Background: an optimization exercise with open tools, aiming at small area, a short achievable clock period and few clock cycles. Do not read the settings as production practice. RTL that was checked went through simulation tests only; none was proved equivalent to the original. The clock input has no modelled driver; a real chip could not lean on it and would need a root buffer or a full tree. Power figures rest on the tool's default switching activity, not on a simulated workload.

job 101:
## cic_core
module cic_core (
    input  wire sys_clk,
    input  wire block_rst,       
    input  wire dclk_in,         
    input  wire dio_in,          
    input  wire reset_held,      
    input  wire cancel,          
    output reg  dio_drive_low,   
    output reg  terminated,      
    output reg  busy             
);
Settings: LEC_CHECK=0, CAP_MARGIN=20, CORE_MARGIN=2, CORE_UTILIZATION=40, SLEW_MARGIN=20; clock period 15.0 ns.
standard.sh (not shown) runs the stock make flow with config.mk's settings and CLKGATE_MAP_FILE= SYNTH_SCRIPT=/design/flow/synth_recipe.tcl, a recipe that flattens the netlist after the stock synthesis.
==> flow/flow/run.sh <==
#!/bin/bash
# Standard layout, with:
#  - repair_timing aiming for setup slack 11 ns (a tighter achieved period)
#    instead of 0,
#  - 70% utilisation,
#  - buf_4 cells as the port buffers (every port is still buffered),
#  - after CTS, a two-level clock tree (flow/post_cts.tcl, flow/rebuild.tcl).
set -euo pipefail
export POST_CTS_TCL="$PWD/flow/post_cts.tcl"
bash standard.sh SETUP_SLACK_MARGIN=11 CORE_UTILIZATION=70 \
  "BUFFER_PORTS_ARGS=-buffer_cell sky130_fd_sc_hd__buf_4" \
  "CTS_ARGS=-sink_clustering_enable -repair_clock_nets -dont_use_dummy_load -sink_clustering_size 15 -sink_clustering_max_diameter 60 -buf_list sky130_fd_sc_hd__clkbuf_8 -root_buf sky130_fd_sc_hd__clkbuf_16" \
  finish > run_standard.log 2>&1
Other scripts of this flow, unchanged in this note and not shown: flow/flow/post_cts.tcl, flow/flow/rebuild.tcl
Testbench counts of job 101, summed over its fixed seeds: cycles 64,299.
Relative to job 101, the following input files were edited for job 102:
-- flow/design.v --
<<< job 101, line 14
    localparam [3:0]
        ST_WAIT  = 4'd0,
        ST_TERM  = 4'd1,    
        ST_PRE   = 4'd2,    
        ST_DRAIN = 4'd3,    
>>> job 102, line 14
    localparam [3:0]
        ST_WAIT  = 4'd0,
        ST_PRE   = 4'd2,    
        ST_DRAIN = 4'd3,    
<<< job 101, line 32
    reg          rbit;          
    reg          rst_q;         
    reg  [60:1]  mv;
    reg  [15:1]  ob;            
>>> job 102, line 31
    reg          rbit;          
    reg          rst_q;         
    reg          term_i;        
    reg          dd_i;          
    reg  [60:1]  mv;
    reg  [15:1]  ob;            
<<< job 101, line 116
    wire is_read = (st == ST_DRAIN) || (st == ST_CMD) || (st == ST_CPAD) ||
                   (st == ST_VRD);
    wire can_cap = !terminated && !rst_q && (st != ST_WAIT) && (st != ST_DIE) &&
                   !((st == ST_CWR) && eng_need) && !vpend && !vfetch;
    reg wbit;
>>> job 102, line 117
    wire is_read = (st == ST_DRAIN) || (st == ST_CMD) || (st == ST_CPAD) ||
                   (st == ST_VRD);
    wire can_cap = !term_i && !rst_q && (st != ST_WAIT) && (st != ST_DIE) &&
                   !((st == ST_CWR) && eng_need) && !vpend && !vfetch;
    reg wbit;
<<< job 101, line 174
    wire kill       = block_rst || cancel;
    wire wait_act_d = !(kill || dclk_in) && (wait_act || can_cap);
    wire dd_d       = !(kill || dclk_in) && (wait_act ? dio_drive_low : drive0);
    wire term_d     = !block_rst && (terminated || cancel || die_now);
    wire [3:0] st_d = (rst_q || st == ST_WAIT) ? (reset_held ? ST_WAIT : ST_PRE) : st_a;
    wire cmd_cmp   = cap_q && (st == ST_CMD) && cnt[0] && !cnt[1] && !rbit;
>>> job 102, line 175
    wire kill       = block_rst || cancel;
    wire wait_act_d = !(kill || dclk_in) && (wait_act || can_cap);
    wire dd_d       = !(kill || dclk_in) && (wait_act ? dd_i : drive0);
    wire term_d     = !block_rst && (term_i || cancel || die_now);
    wire [3:0] st_d = (rst_q || st == ST_WAIT) ? (reset_held ? ST_WAIT : ST_PRE) : st_a;
    wire cmd_cmp   = cap_q && (st == ST_CMD) && cnt[0] && !cnt[1] && !rbit;
<<< job 101, line 201
        cnt           <= cnt_a;
        wait_act      <= wait_act_d;
        dio_drive_low <= dd_d;
        terminated    <= term_d;
        busy          <= ((st_a == ST_CWR) && eng_need_d) ||
                         ((v_rd || vpend) && !v_wr) || ((v_nx || vfetch) && !v_ft);
>>> job 102, line 202
        cnt           <= cnt_a;
        wait_act      <= wait_act_d;
        dio_drive_low <= !(kill || dclk_in) && (wait_act ? dio_drive_low : drive0);
        dd_i          <= dd_d;
        terminated    <= !block_rst && (terminated || cancel || die_now);
        term_i        <= term_d;
        busy          <= ((st_a == ST_CWR) && eng_need_d) ||
                         ((v_rd || vpend) && !v_wr) || ((v_nx || vfetch) && !v_ft);
Findings:
Job 102 does worse than job 101 on overall power. Going from job 101 to job 102, combined area of all synthesized cells saw an increase; number of nets at the end of the flow rose by 9; average cell area after synthesis increased 0.61%. On time the worst path needs with I/O delays and setup: job 102 sits below job 101. Job 102 finished end to end and its layout was clean on timing, DRC and antenna. The clock group share of total power number comes out higher for job 101 vs job 102. Higher setup slack of the critical path after layout goes to job 102 over job 101. [compare] base=job 101 new=job 102: final non-filler cell area picked up an extra 95 sq um; count of fill cells added during filler insertion rose by 54; cell area reported after detailed placement shows an increase of 0.96%. Changes observed in job 102 relative to job 101: leakage power of the design up about 3.6%; register fraction of the total cell area has decreased. Looking at utilization after layout, job 102 sits 1.3 points lower than job 101 does.
Function not checked in job 102: the RTL went through the layout flow alone. In every run of this note, the design's own scripts or RTL, not TritonCTS, make the clock network.

-- port drivers added, routing unchanged --
In the flow no input, the clock included, has a driving cell. The finished layouts below were timed again as built, in two steps. Step 1 sets driving cells, clkbuf_16 on the clock port and buf_2 on the other inputs (assumed; they add their load-dependent delay and slew). Step 2 also shifts input and output timing later by t, the mid clock arrival at the registers, as if the neighbouring blocks saw the same clock. Slacks: ideal / step 1 / step 2; pairs: ideal / step 1.
| run | t (ns) | slack for setup (ns) | hold WS [ns] | worst register clock-pin slew, ns |
|---|---|---|---|---|
| job 101 | 0.437 | 11.062 / 11.022 / 11.074 | 0.329 / 0.329 / 0.329 | 0.10 / 0.10 |
| job 102 | 0.428 | 11.124 / 11.106 / 10.708 | 0.333 / 0.333 / 0.333 | 0.10 / 0.10 |
After both steps setup and hold are still met in every run listed. For job 102, which loses most, drivers alone change the setup slack by -0.018 ns; drivers and shift together by -0.416 ns.
